Source: an optimization exercise on an open RTL-to-GDS flow (aim: small area, a short achievable clock period and few clock cycles). Production flows keep margins and buffers that such runs may drop. Function was checked by simulation only, so behaviour that the tests miss may differ from the original. No activity file was given, so power comes from the tool's default toggle rates.

== cedar ==
==> flow/design.v (excerpt) <==
module bpce (
    input  wire        clk,
    input  wire        rst,
    input  wire        cmd_valid,
    output wire        cmd_ready,
    input  wire [31:0] cmd_data,
    output wire        rsp_valid,
    input  wire        rsp_ready,
    output wire [31:0] rsp_data,
    output wire        mem_en,
    output wire        mem_we,
    output wire [11:0] mem_addr,
    output wire [31:0] mem_wdata,
    input  wire [31:0] mem_rdata
);
Size in the first run: ~6500 cells after synthesis, about 56000 sq um of cells after synthesis.
Settings: LEC_CHECK=0, CAP_MARGIN=30, CORE_MARGIN=2, CORE_UTILIZATION=55, CTS_CLUSTER_DIAMETER=100, CTS_CLUSTER_SIZE=20, PLACE_DENSITY=0.7, SLEW_MARGIN=45; clock period 25.0 ns.
standard.sh (not shown) runs the stock make flow with config.mk's settings and CLKGATE_MAP_FILE= SYNTH_SCRIPT=/design/flow/synth_recipe.tcl, a recipe that flattens the netlist after the stock synthesis.
==> flow/flow/run.sh <==
#!/bin/bash
# Layout flow: the standard flow (standard.sh, all steps), except that the
# input and output port buffers are sky130_fd_sc_hd__buf_2 cells instead of the
# default delay buffers.  Every port still gets its own buffer.
# The full output of the flow goes to standard.log in this folder.
set -o pipefail
export BUFFER_PORTS_ARGS="-buffer_cell sky130_fd_sc_hd__buf_2"
bash standard.sh > standard.log 2>&1
Testbench counts of cedar, summed over its fixed seeds: cycles 54,709.
[inputs] delta vs cedar
-- flow/design.v --
<<< cedar, line 145
    wire [10:0] g_q = epw_p2 ? (dq >> epw_sh) : dq;
    reg         l_last;      
    reg         dfr;         
    wire        d_last  = dfr ? (rq1 == 32'd2) : (rq1 == 32'd1);    
    wire [10:0] g_m = ~(11'h7FF << epw_sh);
    wire [63:0] win64  = {q1, q0} >> bo[4:0];
>>> delta, line 145
    wire [10:0] g_q = epw_p2 ? (dq >> epw_sh) : dq;
    reg         l_last;      
    reg         d_last;      
    wire [10:0] g_m = ~(11'h7FF << epw_sh);
    wire [63:0] win64  = {q1, q0} >> bo[4:0];
<<< cedar, line 367
                    op_r  <= (cmd_data[31:24] >= 8'd1 && cmd_data[31:24] <= 8'd5) ? cmd_data[26:24] : 3'd0;
                    w0ok  <= (cmd_data[31:24] >= 8'd1 && cmd_data[31:24] <= 8'd5) && (cmd_data[23:0] == 24'd0);
                end
                S_W1: begin
>>> delta, line 366
                    op_r  <= (cmd_data[31:24] >= 8'd1 && cmd_data[31:24] <= 8'd5) ? cmd_data[26:24] : 3'd0;
                    w0ok  <= (cmd_data[31:24] >= 8'd1 && cmd_data[31:24] <= 8'd5) && (cmd_data[23:0] == 24'd0);
                    st_nx    = S_W1;
                end
                S_W1: begin
<<< cedar, line 378
                    li          <= 11'd0;
                    l_last      <= (cmd_data[10:0] == 11'd1);
                    dfr         <= 1'b0;
                    dcnt        <= 4'd0;
                    rd_addr     <= is_v3 ? 12'hBFF : 12'hFFF;
>>> delta, line 378
                    li          <= 11'd0;
                    l_last      <= (cmd_data[10:0] == 11'd1);
                    d_last      <= (cmd_data == 32'd1);
                    dcnt        <= 4'd0;
                    rd_addr     <= is_v3 ? 12'hBFF : 12'hFFF;
<<< cedar, line 392
                            hl[b] <= 4'd0;
                        hv <= 31'd0;
                    end
                end
>>> delta, line 392
                            hl[b] <= 4'd0;
                        hv <= 31'd0;
                    end
                    if (cmd_fire) begin
                        st_nx          = (op_r == 3'd2) ? S_LOAD : S_DEC;
                    end
                end
<<< cedar, line 452
                    st_nx = S_DEC;
                end else if (!cok) begin
                    dfr <= cmd_fire;
                    if (dfr)
                        rq1 <= rq1 - 32'd1;
                end else begin
                    mem_addr_r  <= is_v3 ? (12'hC00 + {1'b0, li}) : {1'b0, li};
>>> delta, line 455
                    st_nx = S_DEC;
                end else if (!cok) begin
                    if (cmd_fire) begin
                        rq1         <= rq1 - 32'd1;
                        d_last      <= (rq1 == 32'd2);
                        if (d_last)
                            st_nx = S_DEC;
                    end
                end else begin
                    mem_addr_r  <= is_v3 ? (12'hC00 + {1'b0, li}) : {1'b0, li};
<<< cedar, line 464
                        li       <= li + 11'd1;
                        l_last   <= (li + 11'd2 == dq);
                    end
                end
>>> delta, line 470
                        li       <= li + 11'd1;
                        l_last   <= (li + 11'd2 == dq);
                        if (l_last)
                            st_nx = S_LEND;
                    end
                end
<<< cedar, line 701
        if (st == S_W1 && cmd_fire)
            cmd_ready_r <= (op_r == 3'd2) && (cmd_data != 32'd0);
        if (cmd_fire) begin
            if (st == S_IDLE)
                st_nx = S_W1;
            else if (st == S_W1)
                st_nx = (op_r == 3'd2) ? S_LOAD : S_DEC;
            else if (st == S_LOAD && w1nz && (cok ? l_last : d_last))
                st_nx = cok ? S_LEND : S_DEC;
        end
        st      <= st_nx;
        in_elem <= (in_elem && !(e_out && e_last)) || (st == S_GADDR) ||
>>> delta, line 709
        if (st == S_W1 && cmd_fire)
            cmd_ready_r <= (op_r == 3'd2) && (cmd_data != 32'd0);
        st      <= st_nx;
        in_elem <= (in_elem && !(e_out && e_last)) || (st == S_GADDR) ||
### Flow results
- As of delta, summed area of non-filler cells in the final layout had risen slightly compared to cedar.
- Number of enable flip-flop cells after synthesis: delta vs cedar identical
- When the final numbers for delta and cedar were put side by side, the critical path depth turned out to be greater in cedar.
- delta against cedar: worst setup slack fell by 0.55 ns; minimum period implied by the final worst setup slack higher; die area moved up; number of antenna violations at the first check in global routing up 9.
- Summary: with cedar as the reference, wire length per cell after detailed routing in delta moved down by a few percent.
- delta — power spent charging and discharging nets about 13% lower, cedar as reference
- In the tables for delta and cedar, mux cell area share after synthesis reads higher with delta.
- Number of nets at the end of the flow essentially unchanged between cedar and delta.
Testbench counts of delta, summed over its fixed seeds: cycles 54,709.

-- separate check: timing with driven ports --
Ports are ideal in the flow. The routed layouts listed here were re-timed in OpenROAD. Step 1 assumes that a clkbuf_16 drives the clock port and a buf_2 every other input. Step 2, shift: input delay + t, output delay - t, t = (earliest + latest rising clock arrival at the registers) / 2. This alone moves slack from input paths to output paths. Three values: no drivers, after step 1, after step 2; two values: the first two.
run	t, ns	setup slack, ns	slew at the worst register clock pin (ns)
cedar	0.766	18.414 / 18.370 / 17.707	0.10 / 0.10
delta	0.778	17.859 / 17.866 / 17.087	0.10 / 0.10
After both steps every run listed still meets setup and hold. For delta, which loses most, drivers alone change the setup slack by +0.007 ns; drivers and shift together by -0.772 ns.
